Background: an optimization exercise with open tools, aiming at small area, a short achievable clock period and few clock cycles per item. Do not read the settings as production practice.
The RTL was checked by simulation tests, not by an equivalence proof against the original design.
Power figures rest on the tool's default switching activity, not on a simulated workload.

Setup of v6:
==> module bf16_addsub, before the edit <==
module bf16_addsub (
    input  wire [15:0] a,
    input  wire [15:0] b,         
    input  wire        a_zero,
    output wire        swap,      
    output wire        far,       
    output wire        rs,
    output wire        eff_sub,
    output wire [7:0]  eb,        
    output wire [8:0]  x          
);
    assign swap = (b[14:0] > a[14:0]) | a_zero;
    wire [15:0] big = swap ? b : a;
    wire [14:0] sml = swap ? a[14:0] : b[14:0];
    wire [7:0] es = sml[14:7];
    assign eb = big[14:7];
    wire [7:0] sigb = {eb != 8'd0, big[6:0]};
    wire [7:0] sigs = {es != 8'd0, sml[6:0]};
    wire [7:0] d;
    bf16_rca #(.W(8)) u_d (.a(eb), .b(~es), .ci(1'b1), .s(d), .co());
    assign far = (d > 8'd8) | (sml == 15'd0) | (eb == 8'd255);    
    wire [7:0] sigs_sh = far ? 8'd0 : sigs >> d[3:0];
    assign eff_sub = (a[15] ^ b[15]) & ~far;
    assign rs = big[15];
    wire [8:0] sum;
    bf16_rca #(.W(8)) u_sum (.a(sigb), .b(sigs_sh ^ {8{eff_sub}}), .ci(eff_sub),
                             .s(sum[7:0]), .co(sum[8]));
    assign x = {sum[8] & ~eff_sub, sum[7:0]};
endmodule
export LEC_CHECK = 0
export ABC_AREA = 1
export CAP_MARGIN = 20
export CORE_MARGIN = 2
export CORE_UTILIZATION = 70
export CTS_BUF_LIST = sky130_fd_sc_hd__clkbuf_4 sky130_fd_sc_hd__clkbuf_8
export PLACE_DENSITY = 0.8
export SLEW_MARGIN = 20
create_clock -name core_clock -period 46.0 [get_ports {clk}]
standard.sh (not shown) runs the stock make flow with config.mk's settings and CLKGATE_MAP_FILE= SYNTH_SCRIPT=/design/flow/synth_recipe.tcl, a recipe that flattens the netlist after the stock synthesis.
==> flow/flow/run.sh <==
#!/bin/bash
# Standard layout, with two changes in how it is made:
# - the port buffers are plain buffers (buf_1) instead of the default delay cell;
# - the resizer's setup repair aims for slack well beyond the 46 ns clock,
#   so that it sizes the critical paths for speed.
export BUFFER_PORTS_ARGS="-buffer_cell sky130_fd_sc_hd__buf_1"
export SETUP_SLACK_MARGIN=36.0
bash standard.sh > standard.log 2>&1
Both conditions hold for v6: the flow ran to the end and the final layout passed the timing, DRC and antenna checks.
Testbench counts of v6, summed over its fixed seeds: cycles 32,024, items 32,000.
Relative to v6, the following input files were edited for v7:
--- a/flow/design.v
+++ b/flow/design.v
@@ -37,11 +37,19 @@
     output wire        rs,
     output wire        eff_sub,
     output wire [7:0]  eb,        
     output wire [8:0]  x          
 );
-    assign swap = (b[14:0] > a[14:0]) | a_zero;
+    wire [15:0] cb;
+    assign cb[0] = 1'b1;
+    genvar j;
+    generate
+        for (j = 0; j < 15; j = j + 1) begin : g
+            assign cb[j + 1] = (a[j] & ~b[j]) | (a[j] & cb[j]) | (~b[j] & cb[j]);
+        end
+    endgenerate
+    assign swap = ~cb[15] | a_zero;
     wire [15:0] big = swap ? b : a;
     wire [14:0] sml = swap ? a[14:0] : b[14:0];
     wire [7:0] es = sml[14:7];
     assign eb = big[14:7];
     wire [7:0] sigb = {eb != 8'd0, big[6:0]};
==> summary.txt <==
- Final-layout non-clock buffer area share: v7 vs v6 — no meaningful difference
- Final cell count without fillers went down slightly going from v6 to v7.
- v7 against v6: fill cell total of the finished layout fell by 88, tightest hold margin stayed essentially flat, total number of nets in the final design fell by 1.3%, number of hold buffers added after cts stayed essentially flat.
- Between v6 and v7, the clock latency on the worst-skew pair does not differ in any meaningful way.
- For the complex-gate fraction of the synthesized area, v7 came in 1.2 points higher than v6 did.
- There was hardly any difference in endpoint arrival time on the critical path between v7 and v6.
Testbench counts of v7, summed over its fixed seeds: cycles 32,024, items 32,000.

--- another note on this design; it stands on its own ---

## JK
Design bf16_alu, start of the top module:
module bf16_alu (
    input  wire        clk,
    input  wire        rst,         
    input  wire        in_valid,
    output wire        in_ready,
    input  wire [2:0]  op,
    input  wire [15:0] a,
    input  wire [15:0] b,
    output reg         out_valid,
    output reg  [15:0] r
);
For scale: roughly 1700 cells after synthesis, roughly 86 flip-flops, about 13000 µm² of cells after synthesis.
==> flow/config.mk <==
export PLATFORM = sky130hd
export DESIGN_NAME = bf16_alu
export DESIGN_NICKNAME = bf16_alu
export VERILOG_FILES = /design/flow/design.v
export SDC_FILE = /design/flow/constraint.sdc
export NUM_CORES = 4
export LEC_CHECK = 0
export CAP_MARGIN = 20
export CORE_MARGIN = 2
export CORE_UTILIZATION = 40
export SLEW_MARGIN = 20
==> flow/constraint.sdc <==
create_clock -name core_clock -period 46.0 [get_ports {clk}]
set_input_delay 9.2000 -clock core_clock [delete_from_list [all_inputs] [get_ports {clk}]]
set_output_delay 9.2000 -clock core_clock [all_outputs]
set_load 0.01 [all_outputs]
standard.sh (not shown) runs the stock make flow with config.mk's settings and CLKGATE_MAP_FILE= SYNTH_SCRIPT=/design/flow/synth_recipe.tcl, a recipe that flattens the netlist after the stock synthesis.
==> flow/flow/run.sh <==
#!/bin/bash
# Standard layout, with the resizer's setup repair aiming for slack well
# beyond the 46 ns clock, so that it sizes the critical paths for speed.
export SETUP_SLACK_MARGIN=35.5
bash standard.sh > standard.log 2>&1
Testbench counts of JK, summed over its fixed seeds: cycles 32,024, items 32,000.
Here is what was changed in the inputs of AL compared with JK.
==> flow/run.sh (new file) <==
#!/bin/bash
# synth_recipe.tcl (not shown) runs the flow's synth.tcl, then flattens the netlist and writes it again
# the make line also repeats each setting of config.mk as NAME=value (left out here)
make -C /OpenROAD-flow-scripts/flow DESIGN_CONFIG=/design/flow/config.mk WORK_HOME=/design/flow/orfs CLKGATE_MAP_FILE= SYNTH_SCRIPT=/design/flow/synth_recipe.tcl finish
removed: flow/flow/run.sh
removed: flow/standard.sh
==> comparison <==
Reported for AL and JK, remaining design rule violation count turned out identical to the last digit.
met3 wire length was lower in the run labelled JK.
Compared with JK, AL shows a lower fraction of final layout cells with drive strength greater than 1.
Worst setup slack was lower in the run labelled AL.
Summary — via count, AL relative to JK: lower, by 68.
Taking JK as the reference, in AL netlist area before placement comparable; overall power consumption now smaller; combinational group share of total power comparable.

## afterwards: timing with drivers on the ports
How much do the figures lean on ideal ports? The routed layouts below were timed once more, with nothing changed but the port constraints.
Step 1 (the two cells are an assumption about what drives the block):
set clk [get_ports {clk}]
set_driving_cell -lib_cell sky130_fd_sc_hd__clkbuf_16 $clk
set_driving_cell -lib_cell sky130_fd_sc_hd__buf_2 [delete_from_list [all_inputs] $clk]
Step 2 adds t to the input delays and takes it off the output delays; t is the mean of the earliest and latest rising clock arrival at the registers after step 1. Input paths then give back, and output paths get back, about the clock's delay inside the block.
Slacks: no drivers / after step 1 / after step 2; pairs: no drivers / after step 1.
run | shift t [ns] | slack for setup (ns) | clock arrival spread, ns
v6 | 0.429 | 35.970 / 35.928 / 36.358 | 0.015 / 0.015
v7 | 0.442 | 35.956 / 35.912 / 36.354 | 0.026 / 0.026
JK | 0.417 | 35.582 / 35.532 / 35.949 | 0.012 / 0.012
AL | 0.417 | 35.156 / 35.156 / 35.156 | 0.008 / 0.009
After both steps every run listed still meets setup and hold.
